This design comes from an exercise in tuning for small area, a short achievable clock period and few clock cycles on the open sky130 flow, not from production work. Where RTL was checked, it was by simulation tests only, not by an equivalence proof against the original. No activity file was given, so power comes from the tool's default toggle rates.

==> trial 34: inputs <==
Design esbf, start of the top module:
module esbf (
    input  wire       clk,
    input  wire       rst,         
    input  wire       in_valid,
    output wire       in_ready,
    input  wire [7:0] in_data,
    input  wire       in_last,
    output wire       out_valid,
    input  wire       out_ready,
    output wire [7:0] out_data,
    output wire       out_last
);
==> flow/config.mk <==
export PLATFORM = sky130hd
export DESIGN_NAME = esbf
export DESIGN_NICKNAME = esbf
export VERILOG_FILES = /design/flow/design.v
export SDC_FILE = /design/flow/constraint.sdc
export NUM_CORES = 4
export LEC_CHECK = 0
export CAP_MARGIN = 20
export CORE_MARGIN = 2
export CORE_UTILIZATION = 65
export CTS_BUF_LIST = sky130_fd_sc_hd__clkbuf_16
export CTS_CLUSTER_DIAMETER = 80
export CTS_CLUSTER_SIZE = 30
export PLACE_DENSITY = 0.75
export SLEW_MARGIN = 20
==> flow/constraint.sdc <==
create_clock -name core_clock -period 9.0 [get_ports {clk}]
set_input_delay 1.8000 -clock core_clock [delete_from_list [all_inputs] [get_ports {clk}]]
set_output_delay 1.8000 -clock core_clock [all_outputs]
set_load 0.01 [all_outputs]
standard.sh (not shown) runs the stock make flow with config.mk's settings and CLKGATE_MAP_FILE= SYNTH_SCRIPT=/design/flow/synth_recipe.tcl, a recipe that flattens the netlist after the stock synthesis.
==> flow/flow/run.sh <==
#!/bin/bash
set -euo pipefail
bash standard.sh SETUP_SLACK_MARGIN=6.1 "BUFFER_PORTS_ARGS=-buffer_cell sky130_fd_sc_hd__buf_4" finish > standard.log 2>&1
==> build 64 (differences from trial 34) <==
==> flow/flow/run.sh (replaced) <==
#!/bin/bash
set -euo pipefail
bash standard.sh SETUP_SLACK_MARGIN=5.9 "BUFFER_PORTS_ARGS=-buffer_cell sky130_fd_sc_hd__buf_4" finish > standard.log 2>&1
Settings changed: CORE_UTILIZATION 65 to 50, PLACE_DENSITY 0.75 to 0.6.
==> trial 33 (differences from trial 34) <==
--- a/flow/design.v
+++ b/flow/design.v
@@ -65,20 +65,16 @@
     reg        ie;                       
     reg [2:0]  ac;                       
     reg [3:0]  opc;
     reg [7:0]  rem_a, rem_p;             
     reg        aok, pok, cok;
     reg        fdone;                    
     reg [1:0]  post;                     
     reg [5:0]  wq;                       
-    reg        sv, sl;
-    reg [7:0]  sd;
-    reg        s_dat, s_first, s_lastd, s_rxh, s_rxl;
-    reg [1:0]  s_tap;
     reg        tr;                       
     reg        mh, ml;                   
     reg        pend;                     
     reg        busy;                     
     reg [5:0]  p0;                       
     reg        ov, ol;
     reg [7:0]  od;
     reg [1:0]  rk;                       
@@ -120,69 +116,80 @@
             8'h10: dec_op = O_BUILD;
             8'h11: dec_op = O_CHECK;
             8'h12: dec_op = O_FREAD;
             8'h13: dec_op = O_INFO;
             default: dec_op = O_ILL;
         endcase
     end
     wire [15:0] cwf  = tr ? step1(ca) : ca;
-    wire [15:0] ca_d = step8((s_first ? 16'hffff : ca) ^ {sd, 8'h00});
-    wire        pre_fin = (sv & s_dat & s_first) ? sd[7] : pren;
-    wire        ml_n = (sv & s_rxl) ? (sd == cwf[7:0]) : ml;
+    wire [1:0]  tap_now = first ? w0 : wq[1:0];
+    wire [15:0] ca_d = step8((first ? 16'hffff : ca) ^ {in_data, 8'h00});
+    wire        pre_fin = (acc & first) ? in_data[7] : pren;
+    wire        xn     = acc & in_last;
+    wire [3:0]  opc_x  = (xn & (ac == 3'd0)) ? dec_op : opc;
+    wire [2:0]  ac_x   = (xn & (ac != 3'd7)) ? ac + 3'd1 : ac;
+    wire        one1   = ((rem_a == 8'd1) & (rem_p == 8'd0)) |
+                         ((rem_a == 8'd0) & (rem_p == 8'd1));
+    wire        remnz_x = remnz & ~(xn & dsec & one1);
+    wire [1:0]  post_x = (xn & opC & (ac >= 3'd4) & ~remnz & (post != 2'd2)) ?
+                         post + 2'd1 : post;
+    wire        ml_n   = (xn & rxl) ? (in_data == cwf[7:0]) : ml;
     wire        gidle = (ri == 4'd0);
-    wire        crcmod = (opc == O_INIT) | (opc == O_LOAD) | (opc == O_UPDB) |
-                         (opc == O_UPDN);
-    wire        frmod  = (opc == O_BUILD) | ((opc == O_CHECK) & (ac >= 3'd3));
+    wire        crcmod = (opc_x == O_INIT) | (opc_x == O_LOAD) | (opc_x == O_UPDB) |
+                         (opc_x == O_UPDN);
+    wire        frmod  = (opc_x == O_BUILD) | ((opc_x == O_CHECK) & (ac_x >= 3'd3));
     wire        early  = ~gidle & ~pv & (ri != R_ST) &
                          ~(crcmod & (rk == K_CRC)) &
                          ~(frmod & (rk == K_INFO));
-    wire        exe    = ((sv & sl) | pend) & ((gidle & ~pv) | early);
+    wire        exe    = (xn | pend) & ((gidle & ~pv) | early);
     wire        exe_d  = exe & gidle;
     wire        exe_q  = exe & ~gidle;
     wire        pstart = pv & (gidle | (free & (g_ri == 4'd0)));
     reg  [2:0] x_st;         
     reg  [1:0] x_kind;       
     always @(*) begin
         x_st   = 3'd0;
         x_kind = 2'd0;
-        case (opc)
+        case (opc_x)
             O_INIT, O_CREAD:
-                if (ac == 3'd1) x_kind = K_CRC; else x_st = 3'd4;
+                if (ac_x == 3'd1) x_kind = K_CRC; else x_st = 3'd4;
             O_LOAD, O_UPDN:
-                if (ac == 3'd3) x_kind = K_CRC; else x_st = 3'd4;
+                if (ac_x == 3'd3) x_kind = K_CRC; else x_st = 3'd4;
             O_UPDB:
-                if (ac == 3'd2) x_kind = K_CRC; else x_st = 3'd4;
+                if (ac_x == 3'd2) x_kind = K_CRC; else x_st = 3'd4;
             O_BUILD:
-                if ((ac != 3'd7) | remnz) x_st = 3'd1;
+                if ((ac_x != 3'd7) | remnz_x) x_st = 3'd1;
                 else if (~(aok & pok & cok)) x_st = 3'd2;
                 else x_kind = K_FRAME;
             O_CHECK:
-                if (ac < 3'd3) x_st = 3'd4;
-                else if (post != 2'd2) x_st = 3'd1;
+                if (ac_x < 3'd3) x_st = 3'd4;
+                else if (post_x != 2'd2) x_st = 3'd1;
                 else if (~(aok & cok)) x_st = 3'd2;
                 else if (~(mh & ml_n)) x_st = 3'd3;
                 else x_kind = K_FRAME;
             O_FREAD:
-                if (ac == 3'd1) x_kind = held ? K_FRAME : 2'd0; else x_st = 3'd4;
+                if (ac_x == 3'd1) x_kind = held ? K_FRAME : 2'd0; else x_st = 3'd4;
             O_INFO:
-                if (ac == 3'd1) x_kind = K_INFO; else x_st = 3'd4;
+                if (ac_x == 3'd1) x_kind = K_INFO; else x_st = 3'd4;
             default: x_st = 3'd4;
         endcase
     end
-    wire        updf   = ((opc == O_UPDB) & (ac == 3'd2)) |
-                         ((opc == O_UPDN) & (ac == 3'd3));
+    wire        updb_x = (opc_x == O_UPDB) & (ac_x == 3'd2);
+    wire        updf   = updb_x | ((opc_x == O_UPDN) & (ac_x == 3'd3));
     wire        x_upd  = exe & updf;
     wire        e_on   = x_upd | busy;
-    wire [15:0] e_c    = crc_r ^ {(x_upd ? rem_p : 8'd0), 8'd0};
-    wire        e_ge8  = (rem_a[7:3] != 5'd0);
-    wire        e_nz   = (rem_a != 8'd0);
+    wire [7:0]  e_dat  = (xn & updb_x) ? in_data : rem_p;
+    wire [7:0]  e_n    = (x_upd & xn) ? (updb_x ? 8'd8 : in_data) : rem_a;
+    wire [15:0] e_c    = crc_r ^ {(x_upd ? e_dat : 8'd0), 8'd0};
+    wire        e_ge8  = (e_n[7:3] != 5'd0);
+    wire        e_nz   = (e_n != 8'd0);
     wire [15:0] e_r    = e_ge8 ? step8(e_c) : (e_nz ? step1(e_c) : e_c);
-    wire [7:0]  e_left = e_ge8 ? rem_a - 8'd8 : (e_nz ? rem_a - 8'd1 : 8'd0);
-    wire        busy_n = e_on & (rem_a != 8'd0) & (rem_a != 8'd1) & (rem_a != 8'd8);
+    wire [7:0]  e_left = e_ge8 ? e_n - 8'd8 : (e_nz ? e_n - 8'd1 : 8'd0);
+    wire        busy_n = e_on & (e_n != 8'd0) & (e_n != 8'd1) & (e_n != 8'd8);
     wire       free   = ~ov | out_ready;
     wire       algn   = (rp[1:0] == 2'd0);
     wire [7:0] tap    = ring[8*{rp[5:2], 2'b00} +: 8];
     reg  [7:0] info_b;
     always @(*) begin
         case (ri)
             4'd1: info_b = {6'd0, fstat};
             4'd2: info_b = held ? {5'd0, alen_a} : 8'd0;
@@ -255,55 +262,47 @@
     always @(posedge clk)
         gsafe <= (ri == 4'd2) & (rp <= 6'd32) & ({1'b0, rp} >= {1'b0, dc} + 7'd2);
     wire       dsafe  = ~(pv & (pk == K_FRAME)) &
                         (gidle | (rk != K_FRAME) | (ri == 4'd3) | (ri == 4'd4) |
                          ((ri == 4'd2) & gsafe));
     wire       info_a = (~gidle & (rk == K_INFO)) | (pv & (pk == K_INFO));
     wire       ir_n   = ie_n & (acc | x0) & ~(dsec_n & ~dsafe) &
                         ~((ac_n != 3'd0) & info_a);
-    wire [5:0] p0_n = (sv & s_dat & s_first) ? {4'd0, s_tap} : inc37(p0);
+    wire [5:0] p0_n = (acc & first) ? {4'd0, tap_now} : inc37(p0);
     always @(posedge clk) begin
         ring <= {ring[8*RL-9:0], ring[8*RL-1 -: 8]};
-        if (sv & s_dat) begin
-            case (s_tap)
-                2'd0: ring[7:0]   <= sd;
-                2'd1: ring[15:8]  <= sd;
-                2'd2: ring[23:16] <= sd;
-                2'd3: ring[31:24] <= sd;
+        if (acc & dat) begin
+            case (tap_now)
+                2'd0: ring[7:0]   <= in_data;
+                2'd1: ring[15:8]  <= in_data;
+                2'd2: ring[23:16] <= in_data;
+                2'd3: ring[31:24] <= in_data;
             endcase
         end
-        if (sv & s_dat)
+        if (acc & dat)
             ca <= ca_d;
         else if (tr)
             ca <= step1(ca);
-        if (sv & s_dat & s_first)
-            pren <= sd[7];
-        if (cpend & ~cdefer & ~tr & ~(sv & s_dat)) begin
+        if (acc & first)
+            pren <= in_data[7];
+        if (cpend & ~cdefer & ~tr & ~(acc & dat)) begin
             cw    <= ca;
             pre   <= pren;
             cpend <= 1'b0;
         end
-        if (sv & s_rxh)
-            mh <= (sd == cwf[15:8]);
-        if (sv & s_rxl)
-            ml <= (sd == cwf[7:0]);
+        if (acc & rxh)
+            mh <= (in_data == cwf[15:8]);
+        if (acc & rxl)
+            ml <= (in_data == cwf[7:0]);
         p0 <= p0_n;
         if (rdp)
             rp <= (free & g_ld) ? rp : inc37(rp);
         else
             rp <= p0_n;
-        sd      <= in_data;
-        sl      <= in_last;
-        s_dat   <= dat;
-        s_first <= first;
-        s_lastd <= lastd;
-        s_rxh   <= rxh;
-        s_rxl   <= rxl;
-        s_tap   <= first ? w0 : wq[1:0];
         wq <= (acc & dat) ? (first ? {4'd0, w0} : wq) : wq1;
         ac <= ac_n;
         if (acc) begin
             case (ac)
                 3'd0: opc <= dec_op;
                 3'd1: begin
                     rem_p <= in_data;
                     rem_a <= 8'd8;               
@@ -345,27 +344,26 @@
             if (opC & (ac >= 3'd4) & ~remnz & (post != 2'd2))
                 post <= post + 2'd1;
         end
         if (e_on) begin
             crc_r <= e_r;
             rem_a <= e_left;
         end
         busy <= busy_n;
-        sv   <= acc;
-        tr   <= sv & s_dat & s_lastd;
-        if (sv & sl & ~exe) pend <= 1'b1;
+        tr   <= acc & lastd;
+        if (xn & ~exe) pend <= 1'b1;
         if (exe) begin
             pend  <= 1'b0;
             fdone <= 1'b0;
             post  <= 2'd0;
-            case (opc)
-                O_INIT:  if (ac == 3'd1) crc_r <= 16'hffff;
-                O_LOAD:  if (ac == 3'd3) crc_r <= {rem_p, rem_a};
-                O_BUILD, O_CHECK: if ((opc == O_BUILD) | (ac >= 3'd3)) begin
+            case (opc_x)
+                O_INIT:  if (ac_x == 3'd1) crc_r <= 16'hffff;
+                O_LOAD:  if (ac_x == 3'd3) crc_r <= {rem_p, (xn ? in_data : rem_a)};
+                O_BUILD, O_CHECK: if ((opc_x == O_BUILD) | (ac_x >= 3'd3)) begin
                     fstat <= x_st[1:0];
                     held  <= (x_kind == K_FRAME);
                     if (x_kind == K_FRAME) begin
                         cpend  <= 1'b1;
                         cdefer <= exe_q & (rk == K_FRAME);
                         if (exe_d) pre <= pre_fin;
                     end
                 end
@@ -414,17 +412,16 @@
             crc_r <= 16'hffff;
             held  <= 1'b0;
             fstat <= 2'd0;
             ir    <= 1'b1;
             ie    <= 1'b1;
             ac    <= 3'd0;
             fdone <= 1'b0;
             post  <= 2'd0;
-            sv    <= 1'b0;
             tr    <= 1'b0;
             pend  <= 1'b0;
             pv    <= 1'b0;
             cpend <= 1'b0;
             busy  <= 1'b0;
             ov    <= 1'b0;
             ol    <= 1'b0;
             ri    <= 4'd0;
==> comparison <==
Count of clock-buffer cells in the layout: trial 34 is lower than trial 33 (2).
In build 64 the first-iteration DRC count is lower than in trial 33, by 52%.
The highest utilization belongs to trial 33, the lowest to build 64.
Build 64 went through all stages and came out clean. Trial 33 completed with no timing, DRC or antenna violations. Trial 34 ran to the end with no violations.
In sequential power, trial 33 and build 64 hardly differ.
Testbench counts of trial 34, summed over its fixed seeds: cycles 20,585.
Testbench counts of build 64, summed over its fixed seeds: cycles 20,585.
For trial 33, only the layout was checked, not whether the RTL still works.

[what the ideal ports hide]
The flow's constraints put no driver on any port. The routed layouts listed below were extracted and timed again, unchanged, in two steps. Step 1 sets driving cells, clkbuf_16 on the clock port and buf_2 on the other inputs (assumed; they add their load-dependent delay and slew). Step 2 times the ports against the registers' clock, not the clock port: input delays grow and output delays shrink by t, the midpoint of the rising clock arrivals with the driver on. Slacks: ideal ports / drivers / drivers and shift; pairs: ideal ports / drivers.
run | t (ns) | slack for setup (ns) | hold WS [ns]
trial 34 | 0.593 | 6.083 / 6.028 / 5.631 | 0.328 / 0.328 / 0.328
build 64 | 0.639 | 5.966 / 5.966 / 5.353 | 0.320 / 0.320 / 0.320
trial 33 | 0.613 | 4.235 / 4.184 / 3.571 | 0.315 / 0.315 / 0.315
After both steps setup and hold are still met in every run listed. For trial 33, which loses most, drivers alone change the setup slack by -0.051 ns; drivers and shift together by -0.664 ns.
